This is an optimization exercise on Yosys and OpenROAD, whose aim is small area, a short achievable clock period and few clock cycles per item, not a production implementation. The RTL was checked by simulation tests, not by an equivalence proof against the original design. Power figures rest on the tool's default switching activity, not on a simulated workload.

// line_codec
module line_codec (
    input  wire        clk,
    input  wire        rst,           
    input  wire        cmd_valid,
    output wire        cmd_ready,
    input  wire [15:0] cmd,
    input  wire [7:0]  len,
    input  wire [63:0] line_in,
    input  wire [63:0] data_in,       
    output reg         done,
    output wire [15:0] rsp,
    output reg  [63:0] line_q,
    output reg  [63:0] data_q,
    output reg  [14:0] crc_q,
    output wire [7:0]  enstat_q
);
Size in the first run: roughly 910 cells after synthesis, about 230 flip-flops, about 320 I/O pins, ~9900 um2 of cells after synthesis.
clock: 9.0 ns
lec_check: 0
abc_clock_period_in_ps: 3000
cap_margin: 20
core_margin: 2
core_utilization: 45
slew_margin: 20
synth_hierarchical: 1
synth_minimum_keep_size: 0
standard.sh (not shown) runs the stock make flow with config.mk's settings and CLKGATE_MAP_FILE= SYNTH_SCRIPT=/design/flow/synth_recipe.tcl, a recipe that flattens the netlist after the stock synthesis.
==> flow/flow/run.sh <==
#!/bin/bash
# Standard ORFS layout, with the port buffers made from the smallest buffer
# cell, a clock tree of clkbuf_8 (clusters of up to 12 sinks) without dummy loads, and the
# timing repair aimed at a setup slack of MARGIN ns at the 9 ns clock.
set -euo pipefail
MARGIN=$(cat flow/margin.txt)
bash standard.sh \
  BUFFER_PORTS_ARGS="-buffer_cell sky130_fd_sc_hd__buf_1" \
  CTS_ARGS="-sink_clustering_enable -repair_clock_nets -dont_use_dummy_load -buf_list {sky130_fd_sc_hd__clkbuf_8} -sink_clustering_size 12 -sink_clustering_max_diameter 40" \
  SETUP_SLACK_MARGIN=$MARGIN \
  finish > standard.log 2>&1
==> flow/flow/margin.txt <==
6.0
The first run produced a clean layout.
Testbench counts at the start, summed over its fixed seeds: cycles 4,808, items 4,800.
Rerun with:
==> flow/flow/margin.txt (replaced) <==
5.9
Sequential cell count stays the same.
Design area came out lower by about 9%.
Via count came out lower by about 7%.
Clock power is about the same.
Combinational power came out lower by 25%.
Final cell count came out lower by about 4%.
Fmax came out higher by 1.6%.
Total power came out lower by about 14%.

Setup of maple:
Another version of the RTL of line_codec (not shown whole).
For scale: roughly 900 cells after synthesis, roughly 230 flip-flops, roughly 320 I/O pins, ~9800 sq um of cells after synthesis.
==> flow/config.mk <==
export PLATFORM = sky130hd
export DESIGN_NAME = line_codec
export DESIGN_NICKNAME = line_codec
export VERILOG_FILES = /design/flow/design.v
export SDC_FILE = /design/flow/constraint.sdc
export NUM_CORES = 4
export LEC_CHECK = 0
export ABC_CLOCK_PERIOD_IN_PS = 3000
export CAP_MARGIN = 20
export CORE_MARGIN = 2
export CORE_UTILIZATION = 45
export SLEW_MARGIN = 20
export SYNTH_HIERARCHICAL = 1
export SYNTH_MINIMUM_KEEP_SIZE = 0
==> flow/constraint.sdc <==
create_clock -name core_clock -period 9.0 [get_ports {clk}]
set_input_delay 1.8000 -clock core_clock [delete_from_list [all_inputs] [get_ports {clk}]]
set_output_delay 1.8000 -clock core_clock [all_outputs]
set_load 0.01 [all_outputs]
==> flow/flow/margin.txt <==
6.1
Scripts as last shown in full above: flow/flow/run.sh
maple completed; timing, DRC and antenna clean
Testbench counts of maple, summed over its fixed seeds: cycles 4,808, items 4,800.
[inputs] xenon vs maple
==> flow/flow/margin.txt <==
5.7
==> comparison <==
- xenon finished all stages; the layout is clean.
- Run comparison: maple critical path capture point data_q[9]$_DFF_P_; xenon critical path capture point data_q[12]$_DFF_P_
- Compared with maple, in xenon initial antenna violation count went down by 3; global-route wire length before repair went down by about 3%; final weighted congestion in routability-driven placement went down by 0.45%.
- Total instance count after detailed placement: xenon vs maple — no meaningful difference
- Compared with maple, xenon shows a combinational cell fraction of total power that is 7.5 points lower.
#### Input delta (violet over xenon)
==> flow/flow/margin.txt <==
5.9
Findings:
Of xenon and violet, the run reporting the higher internal power was violet. Comparing xenon and violet, the lower critical path depth is on xenon. Looking at number of vias after detailed routing, violet sits 0.74% above xenon. Summary of violet over xenon: cell area up 270 sq um; share of the cycle needed by the critical path after routing went down by 2.2 points.
Inputs modified between violet and garnet:
==> flow/flow/margin.txt <==
6.0
==> comparison <==
The sequential power of garnet and that of violet are within noise of each other.
Side by side, share of power burned in the clock network turned out lower in garnet than in violet.
Summary of the comparison: final period demand of the worst path is lower in garnet, relative to violet.
Summary of garnet over violet: max-slew headroom at the worst pin decreased by 0.54 points relative to the old numbers, maximum number of pins on one net before global-route repair up about 18%.
Inputs modified between garnet and indigo:
==> flow/flow/run.sh <==
#!/bin/bash
# Standard ORFS layout, with the port buffers made from the smallest buffer
# cell, a clock tree of clkbuf_8 (clusters of up to 16 sinks) without dummy loads, and the
# timing repair aimed at a setup slack of MARGIN ns at the 9 ns clock.
set -euo pipefail
MARGIN=$(cat flow/margin.txt)
bash standard.sh \
  BUFFER_PORTS_ARGS="-buffer_cell sky130_fd_sc_hd__buf_1" \
  CTS_ARGS="-sink_clustering_enable -repair_clock_nets -dont_use_dummy_load -buf_list {sky130_fd_sc_hd__clkbuf_8} -sink_clustering_size 16 -sink_clustering_max_diameter 50" \
  SETUP_SLACK_MARGIN=$MARGIN \
  finish > standard.log 2>&1
==> flow/flow/margin.txt <==
5.9
Results
- Diff garnet -> indigo | data-path buffer share of cell area in the final layout | decrease of 0.54 points
- Relative to garnet, cell internal power dissipation decreased by 7.7% in indigo.
- In the reports for indigo and garnet, the smaller setup slack of the critical path after layout belongs to garnet.
- Higher non-clock buffer count among indigo and garnet: garnet
- Comparing indigo and garnet, the higher first-iteration DRC count is on garnet.
- Critical path required time: higher on garnet
- The power in indigo sits 7.1% below the value recorded for garnet.
- NOTE number of nets in the layout garnet->indigo decreased slightly
- Final wirelength: indigo < garnet

re-timing with driven ports:
How much do the figures lean on ideal ports? The routed layouts below were timed once more, with nothing changed but the port constraints. Step 1, drivers: a clkbuf_16 drives clk and a buf_2 each remaining input, both assumed. Step 2 adds t to the input delays and takes it off the output delays; t is the mean of the earliest and latest rising clock arrival at the registers after step 1. Input paths then give back, and output paths get back, about the clock's delay inside the block. Three values: no drivers, after step 1, after step 2; two values: the first two.
run	shift t [ns]	setup WS [ns]	hold slack, ns	worst data-port slew with drivers (ns)
the first run of note 1	0.587	5.822 / 5.822 / 5.432	0.469 / 0.469 / 0.469	0.07
the second run of note 1	0.584	5.871 / 5.871 / 5.392	0.470 / 0.470 / 0.470	0.07
maple	0.609	5.823 / 5.823 / 5.550	0.463 / 0.463 / 0.463	0.09
xenon	0.597	5.739 / 5.739 / 5.219	0.468 / 0.468 / 0.468	0.08
violet	0.601	5.939 / 5.939 / 5.483	0.471 / 0.471 / 0.471	0.09
garnet	0.596	5.957 / 5.957 / 5.465	0.474 / 0.474 / 0.474	0.08
indigo	0.573	5.966 / 5.966 / 5.452	0.475 / 0.475 / 0.475	0.08
After both steps setup and hold are still met in every run listed. The setup slack of xenon, which loses most, moves by 0.000 ns with the drivers and by -0.520 ns with both steps.
